This is an optimization exercise on Yosys and OpenROAD, whose aim is small area, a short achievable clock period and few clock cycles, not a production implementation.
The RTL was checked by simulation tests, not by an equivalence proof against the original design.
No activity file was given, so power comes from the tool's default toggle rates.

== before ==
## rrf_enc
module rrf_enc #(
    parameter integer MTU       = 1024,
    parameter integer HDR_BYTES = 16
) (
    input  wire        clk,
    input  wire        rst,           
    input  wire        cmd_valid,
    input  wire [31:0] cmd_data,
    output wire        cmd_ready,
    output reg         ev_valid,
    output reg  [1:0]  ev_type,
    output reg  [31:0] ev_data,
    input  wire        ev_ready,
    input  wire [7:0]  csr_addr,
    output reg  [31:0] csr_rdata,
    output wire        idle
);
Settings: LEC_CHECK=0, CAP_MARGIN=20, CORE_MARGIN=2, CORE_UTILIZATION=40, SETUP_SLACK_MARGIN=4.4, SLEW_MARGIN=20, SYNTH_HIERARCHICAL=1; clock period 10.0 ns.
standard.sh (not shown) runs the stock make flow with config.mk's settings and CLKGATE_MAP_FILE= SYNTH_SCRIPT=/design/flow/synth_recipe.tcl, a recipe that flattens the netlist after the stock synthesis.
==> flow/flow/run.sh <==
#!/bin/bash
set -euo pipefail
export BUFFER_PORTS_ARGS="-buffer_cell sky130_fd_sc_hd__buf_1"
bash standard.sh > standard_flow.log 2>&1
Testbench counts of before, summed over its fixed seeds: cycles 90,432.
The inputs of after differ from those of before as listed below.
Settings: CTS_BUF_LIST newly set to sky130_fd_sc_hd__clkbuf_8; SETUP_SLACK_MARGIN changed from 4.4 to 5.0; CORE_UTILIZATION changed from 40 to 60.
--- outcome ---
after: number of rows in the core area lower than before. Per the comparison of after with before, detailed-routed wire length on met2 decreased 940 um; share of synthesized area spent on multiplexers essentially unchanged; area of placed instances lost 0.83%. Cmp after and before / post-DP HPWL / lower: after. Against before, after reports a via count that is higher. Die outline area: after and before compared, lower one is after. From before to after the numbers moved as follows: cell-internal power dropped about 5.4%; power dropped about 4.3%. Final design instance area without fill on after is behind before. Final cell utilization of the core | after above before.

* * *

rrf_enc again, from the RTL that the note above started with.
clock: 10.0 ns
lec_check: 0
cap_margin: 20
core_margin: 2
core_utilization: 40
setup_slack_margin: 4.1
slew_margin: 20
synth_hierarchical: 1
Scripts as last shown in full above: flow/flow/run.sh
Testbench counts at the start, summed over its fixed seeds: cycles 90,432.
==> next run, changes <==
--- a/flow/config.mk
+++ b/flow/config.mk
@@ -11 +11 @@
-export SETUP_SLACK_MARGIN = 4.1
+export SETUP_SLACK_MARGIN = 5.0
- wire length goes up by about 7%
- sequential share of layout area goes down by 2.5 points
- final area goes up by about 9%
- synthesized area is unchanged

* * *

rrf_enc, a different RTL version from the one above (not shown whole).
For scale: ~1900 cells after synthesis, about 240 flip-flops, about 110 I/O pins.
Design rrf_enc, start of the top module:
module rrf_enc #(
    parameter integer MTU       = 1024,
    parameter integer HDR_BYTES = 16
) (
    input  wire        clk,
    input  wire        rst,           
    input  wire        cmd_valid,
    input  wire [31:0] cmd_data,
    output wire        cmd_ready,
    output reg         ev_valid,
    output reg  [1:0]  ev_type,
    output reg  [31:0] ev_data,
    input  wire        ev_ready,
    input  wire [7:0]  csr_addr,
    output reg  [31:0] csr_rdata,
    output wire        idle
);
    localparam integer L = (MTU - HDR_BYTES) * 8;
    localparam [2:0] Q_NORM = 3'd0;    
    localparam [2:0] Q_ABRT = 3'd1;    
    localparam [2:0] Q_TAIL = 3'd2;    
    localparam [2:0] Q_END  = 3'd3;    
    localparam [2:0] Q_GOBA = 3'd4;    
    localparam [1:0] AS_FLUSH = 2'd0;
    localparam [1:0] AS_GOB   = 2'd1;
    localparam [1:0] AS_MB    = 2'd2;
    localparam [1:0] MB_FIT   = 2'd0;
    localparam [1:0] MB_BIG   = 2'd1;
    localparam [1:0] MB_RETRY = 2'd2;
    localparam [3:0] RK_OK0    = 4'h0;
    localparam [3:0] RK_OKBC   = 4'h1;
    localparam [3:0] RK_SENT   = 4'h9;
    localparam [3:0] RK_MBOK   = 4'hA;
    localparam [3:0] RK_RETRY  = 4'hB;
    localparam [3:0] RK_BIG    = 4'hC;
    localparam [3:0] RK_GOBOK  = 4'hD;
  ...
Settings: LEC_CHECK=0, CAP_MARGIN=20, CORE_MARGIN=2, CORE_UTILIZATION=55, SETUP_SLACK_MARGIN=4.2, SLEW_MARGIN=20, SYNTH_HIERARCHICAL=1; clock period 10.0 ns.
==> flow/flow/run.sh <==
#!/bin/bash
set -euo pipefail
export BUFFER_PORTS_ARGS="-buffer_cell sky130_fd_sc_hd__buf_1"
export CTS_ARGS="-sink_clustering_enable -repair_clock_nets -dont_use_dummy_load -buf_list sky130_fd_sc_hd__clkbuf_8 -sink_clustering_size 12 -sink_clustering_max_diameter 60"
bash standard.sh > standard_flow.log 2>&1
Testbench counts at the start, summed over its fixed seeds: cycles 90,432.
Edit:
--- a/flow/config.mk
+++ b/flow/config.mk
@@ -10,2 +10,2 @@
-export CORE_UTILIZATION = 55
-export SETUP_SLACK_MARGIN = 4.2
+export CORE_UTILIZATION = 65
+export SETUP_SLACK_MARGIN = 4.4
=> The changed run ran to the end with no violations; synthesized area does not change; via count grows by 5.3%; non-clock buffer count goes up by 24; global-route usage is higher by 5.0 points; wire length went down by 1.3%; clock-buffer cell count came out lower by 1; first-iteration DRC count is higher by 21%; core utilization increases by 12 points; sequential share of layout area went down by 0.77 points; synthesized cell count does not change; sequential cell count is unchanged.
Edit:
--- a/flow/config.mk
+++ b/flow/config.mk
@@ -10 +10 @@
-export CORE_UTILIZATION = 65
+export CORE_UTILIZATION = 55
After rerunning: Critical path depth went down by 1; sequential share of layout area is about the same; routed wire length rises by 2.9%; setup slack gains 0.022 ns; area after synthesis does not change; power grows by 0.84%; final area hardly moves; combinational power stays flat; hold slack is worse by 0.0053 ns; clock skew goes up by 0.0072 ns; global-route usage drops by 4.8 points.
Edit:
--- a/flow/config.mk
+++ b/flow/config.mk
@@ -10,2 +10,2 @@
-export CORE_UTILIZATION = 55
-export SETUP_SLACK_MARGIN = 4.4
+export CORE_UTILIZATION = 40
+export SETUP_SLACK_MARGIN = 4.6
=>
- die area is higher by about 37%
- total power is higher by 1.8%
- via count hardly moves

* * *

== run 1 ==
Another version of the RTL of rrf_enc (not shown whole).
Size: roughly 270 flip-flops, roughly 19000 um2 of cells after synthesis.
Design rrf_enc, start of the top module:
module rrf_enc #(
    parameter integer MTU       = 1024,
    parameter integer HDR_BYTES = 16
) (
    input  wire        clk,
    input  wire        rst,           
    input  wire        cmd_valid,
    input  wire [31:0] cmd_data,
    output wire        cmd_ready,
    output reg         ev_valid,
    output reg  [1:0]  ev_type,
    output reg  [31:0] ev_data,
    input  wire        ev_ready,
    input  wire [7:0]  csr_addr,
    output reg  [31:0] csr_rdata,
    output wire        idle
);
clock: 10.0 ns
lec_check: 0
abc_clock_period_in_ps: 4000
cap_margin: 20
core_margin: 2
core_utilization: 40
setup_slack_margin: 4.8
slew_margin: 20
run.sh (not shown) runs the stock make flow with config.mk's settings and CLKGATE_MAP_FILE= SYNTH_SCRIPT=/design/flow/synth_recipe.tcl, a recipe that flattens the netlist after the stock synthesis.
Stock flow here: none of the scripts above is used.
Testbench counts of run 1, summed over its fixed seeds: cycles 90,432.
Input changes introduced in run 2 (baseline for comparison: run 1):
- ABC_CLOCK_PERIOD_IN_PS removed (was 4000)
Re total power: no difference whatsoever between run 1 and run 2.
Run 1 -> run 2: final sum of negative setup slack delta 0, exact match
Reported for run 2 and run 1, global-route usage turned out identical to the last digit.
Between run 2 and run 1, the total of cells resized after clock tree synthesis figures differ only marginally.
### run 2 -> run 3
- SETUP_SLACK_MARGIN: 4.8 -> 5.0
[summary]
- For hold slack, run 3 and run 2 come out practically identical.
- Run 2 tops out at a lower clock frequency than run 3.
- Clock period minus worst slack on run 3 is down relative to run 2.
- Re aggregate routed wire length: run 3 is 310 um up on run 2.

port drivers added, routing unchanged:
The results above use ideal ports. As a check the final layouts listed here were re-extracted and re-timed, cells and wires unchanged. Step 1 assumes that a clkbuf_16 drives the clock port and a buf_2 every other input. Step 2, shift: input delay + t, output delay - t, t = (earliest + latest rising clock arrival at the registers) / 2. This alone moves slack from input paths to output paths. Three values: no drivers, after step 1, after step 2; two values: the first two.
run	t, ns	slack for setup (ns)	worst register clock-pin slew, ns
before	0.650	4.403 / 4.357 / 4.100	0.08 / 0.08
after	0.629	4.118 / 4.078 / 4.078	0.07 / 0.07
the first run of note 2	0.657	4.215 / 4.192 / 3.879	0.08 / 0.08
the second run of note 2	0.646	4.397 / 4.345 / 4.345	0.07 / 0.07
the first run of note 3	0.628	4.267 / 4.245 / 4.099	0.09 / 0.09
the second run of note 3	0.616	4.355 / 4.309 / 4.126	0.09 / 0.09
the third run of note 3	0.627	4.377 / 4.319 / 4.093	0.09 / 0.09
the fourth run of note 3	0.679	4.395 / 4.346 / 4.190	0.09 / 0.09
run 1	0.651	4.220 / 4.186 / 4.186	0.06 / 0.06
run 2	0.651	4.220 / 4.186 / 4.186	0.06 / 0.06
run 3	0.648	4.237 / 4.204 / 4.204	0.07 / 0.07
After both steps every run listed still meets setup and hold. The setup slack of the first run of note 2, which loses most, moves by -0.023 ns with the drivers and by -0.336 ns with both steps.
